What follows belongs to an exercise in optimizing a design on an open flow for small area, a short achievable clock period and few clock cycles per item; a production flow would make more cautious choices.
The RTL was checked by simulation tests, not by an equivalence proof against the original design.
No activity file was given, so power comes from the tool's default toggle rates.

Setup of v30:
Design slrb_rx, start of the top module:
module slrb_rx (
    input             clk,
    input             rst,
    input             cfg_valid,
    input      [14:0] cfg_word,
    input      [7:0]  cfg_ikey,
    input      [7:0]  cfg_ckey,
    input      [3:0]  cfg_init_sn,
    input      [31:0] cfg_init_hfn,
    output     [1:0]  life,
    input             pdu_valid,
    output            pdu_ready,
    input      [31:0] pdu_sdu_id,
    input      [3:0]  pdu_sn,
    input      [3:0]  pdu_len,
    input      [63:0] pdu_payload,
    input             pdu_corrupted,
    input      [31:0] pdu_count_in,
    input      [1:0]  pdu_verified_in,
    output            rsp_valid,
    output reg        rsp_accept,
    output reg [1:0]  rsp_verified,
    output reg [3:0]  rsp_status,
    output reg [31:0] rsp_count,
    output reg [4:0]  rsp_ndrain,
    output reg        dlv_valid,
    output reg [31:0] dlv_sdu_id,
    output reg [31:0] dlv_count,
    output reg [3:0]  dlv_len,
    output reg [63:0] dlv_body,
    output reg [15:0] st_delivered,
    output reg [15:0] st_integ,
    output reg [15:0] st_dup,
    output     [4:0]  st_buffered
);
Size in the first run: ~7800 cells after synthesis, about 2300 flip-flops, about 440 I/O pins.
Settings: LEC_CHECK=0, CAP_MARGIN=20, CORE_MARGIN=2, CORE_UTILIZATION=65, CTS_CLUSTER_DIAMETER=60, CTS_CLUSTER_SIZE=24, SLEW_MARGIN=20; clock period 22.0 ns.
standard.sh (not shown) runs the stock make flow with config.mk's settings and CLKGATE_MAP_FILE= SYNTH_SCRIPT=/design/flow/synth_recipe.tcl, a recipe that flattens the netlist after the stock synthesis.
==> flow/flow/run.sh <==
#!/bin/bash
set -euo pipefail
cd "$(dirname "$0")/.."
export SETUP_SLACK_MARGIN=14.5
export BUFFER_PORTS_ARGS="-buffer_cell sky130_fd_sc_hd__buf_1"
bash standard.sh > flow_standard.log 2>&1
The flow did not stop early for v30: all stages ran, and the layout cleared the timing, design-rule and antenna checks.
Testbench counts of v30, summed over its fixed seeds: cycles 4,372, items 3,583.
The inputs of v16 differ from those of v30 as listed below.
- a change of CTS_CLUSTER_SIZE from 24 to 28
- a change of CTS_CLUSTER_DIAMETER from 60 to 70
diff --git a/flow/flow/run.sh b/flow/flow/run.sh
--- a/flow/flow/run.sh
+++ b/flow/flow/run.sh
@@ -4 +4 @@
-export SETUP_SLACK_MARGIN=14.5
+export SETUP_SLACK_MARGIN=15.5
### Flow results
Changes observed in v16 relative to v30: global-route usage shows no meaningful change, via count shows an increase of 759, synthesized cell count shows no meaningful change.
Relative to v16, the following input files were edited for v50:
==> flow/flow/run.sh <==
#!/bin/bash
set -euo pipefail
cd "$(dirname "$0")/.."
export SETUP_SLACK_MARGIN=15.5
bash standard.sh > flow_standard.log 2>&1
==> run notes <==
- The final cell count without fillers was comparable across v16 and v50.
- Run comparison: v50 cell at the slowest stage of the critical path or4_4; v16 cell at the slowest stage of the critical path fa_2
- Worst slew slack as a fraction of its limit delta (v50 − v16): unfavourable
- v50 vs. v16: worst path required time increased 0.04 ns, final HPWL from detailed placement increased 2.0%, routed length on met1 increased 3000 um.
[inputs] v11 vs v50
- CTS_CLUSTER_SIZE changed from 28 to 24
- CTS_CLUSTER_DIAMETER changed from 70 to 60
==> flow/flow/run.sh <==
#!/bin/bash
set -euo pipefail
cd "$(dirname "$0")/.."
export SETUP_SLACK_MARGIN=15
export BUFFER_PORTS_ARGS="-buffer_cell sky130_fd_sc_hd__buf_1"
bash standard.sh > flow_standard.log 2>&1
Notes after the runs:
Total chip power for v11: 2.2% down relative to v50. As far as total die area goes, v50 and v11 are indistinguishable; the numbers are identical. The met1 layer wirelength in the final routing reported for v11 is smaller than that of v50 by about 1.4%.

Setup of v6:
Another version of the RTL of slrb_rx (not shown whole).
For scale: ~2300 flip-flops.
export LEC_CHECK = 0
export CAP_MARGIN = 20
export CORE_MARGIN = 2
export CORE_UTILIZATION = 65
export CTS_CLUSTER_DIAMETER = 70
export CTS_CLUSTER_SIZE = 28
export SLEW_MARGIN = 20
create_clock -name core_clock -period 22.0 [get_ports {clk}]
==> flow/flow/run.sh <==
#!/bin/bash
set -euo pipefail
cd "$(dirname "$0")/.."
export SETUP_SLACK_MARGIN=15
bash standard.sh > flow_standard.log 2>&1
v6 went all the way through the flow, and no timing, DRC or antenna check failed.
Testbench counts of v6, summed over its fixed seeds: cycles 4,372, items 3,583.
Relative to v6, the following input files were edited for v7:
==> flow/run.sh (new file) <==
#!/bin/bash
# synth_recipe.tcl (not shown) runs the flow's synth.tcl, then flattens the netlist and writes it again
# the make line also repeats each setting of config.mk as NAME=value (left out here)
make -C /OpenROAD-flow-scripts/flow DESIGN_CONFIG=/design/flow/config.mk WORK_HOME=/design/flow/orfs CLKGATE_MAP_FILE= SYNTH_SCRIPT=/design/flow/synth_recipe.tcl finish
removed: flow/flow/run.sh
removed: flow/standard.sh
Findings:
- Looking at cell with the biggest individual delay on the critical path, the sky130_fd_sc_hd__mux2_4 result is from v6; the sky130_fd_sc_hd__clkdlybuf4s50_1 one comes from v7.
- v7 ended up with a lower fraction of area in non-clock buffers than v6 did.
- In the metrics for v7 and v6, the one carrying the lower number of nets in the layout is v7.
- Register clock-pin slew on the reported worst setup and hold paths on v7 is up relative to v6.
- [compare] base=v6 new=v7: total power down 5.5%; final critical-path setup slack fell by 2590 ps; minimum clock period after layout climbed 2590 ps; met3 wirelength from detailed routing went up.
- On synthesis-to-layout area growth, the higher figure sits with v6, not v7.
- v7 ended up with a lower met1 usage in global routing than v6 did.

Another version of the RTL of slrb_rx (not shown whole).
Size: about 7700 cells after synthesis, roughly 440 I/O pins, roughly 110000 sq um of cells after synthesis.
==> flow/config.mk <==
export PLATFORM = sky130hd
export DESIGN_NAME = slrb_rx
export DESIGN_NICKNAME = slrb_rx
export VERILOG_FILES = /design/flow/design.v
export SDC_FILE = /design/flow/constraint.sdc
export NUM_CORES = 4
export LEC_CHECK = 0
export CAP_MARGIN = 20
export CORE_MARGIN = 2
export CORE_UTILIZATION = 50
export CTS_CLUSTER_DIAMETER = 50
export CTS_CLUSTER_SIZE = 20
export SLEW_MARGIN = 20
==> flow/constraint.sdc <==
create_clock -name core_clock -period 22.0 [get_ports {clk}]
set_input_delay 4.4000 -clock core_clock [delete_from_list [all_inputs] [get_ports {clk}]]
set_output_delay 4.4000 -clock core_clock [all_outputs]
set_load 0.01 [all_outputs]
==> flow/flow/run.sh <==
#!/bin/bash
set -euo pipefail
cd "$(dirname "$0")/.."
export SETUP_SLACK_MARGIN=15.5
bash standard.sh > flow_standard.log 2>&1
Testbench counts at the start, summed over its fixed seeds: cycles 4,372, items 3,583.
Rerun with:
- CORE_UTILIZATION: 50 -> 65
- CTS_CLUSTER_DIAMETER: 50 -> 70
- CTS_CLUSTER_SIZE: 20 -> 28
Design area shrinks by 4.3%.
Count of clock-buffer cells in the layout went down by 83.
Synthesized cell count is unchanged.

==> port drivers added, routing unchanged <==
In the flow no input, the clock included, has a driving cell. The finished layouts below were timed again as built, in two steps.
Step 1, drivers: a clkbuf_16 drives clk and a buf_2 each remaining input, both assumed.
Step 2 times the ports against the registers' clock, not the clock port: input delays grow and output delays shrink by t, the midpoint of the rising clock arrivals with the driver on.
Three values: ideal ports, drivers, drivers and shift; two values: the first two.
run	shift t [ns]	slack for setup (ns)	worst setup path at the end	worst register clock-pin slew, ns
v30	0.908	14.730 / 14.730 / 13.974	input to register	0.10 / 0.10
v16	0.915	15.055 / 15.055 / 14.483	input to register	0.11 / 0.11
v50	0.950	15.010 / 15.010 / 14.300	input to register	0.12 / 0.12
v11	0.952	15.044 / 14.977 / 14.340	input to register	0.10 / 0.10
v6	0.920	14.390 / 14.418 / 13.498	input to register	0.11 / 0.11
v7	0.915	11.801 / 11.870 / 10.956	input to register	0.11 / 0.11
the first run of note 3	0.970	15.021 / 15.021 / 14.336	input to register	0.09 / 0.09
the second run of note 3	0.920	15.070 / 15.070 / 14.436	input to register	0.11 / 0.11
After both steps setup and hold are still met in every run listed. For v6, which loses most, drivers alone change the setup slack by +0.028 ns; drivers and shift together by -0.892 ns.
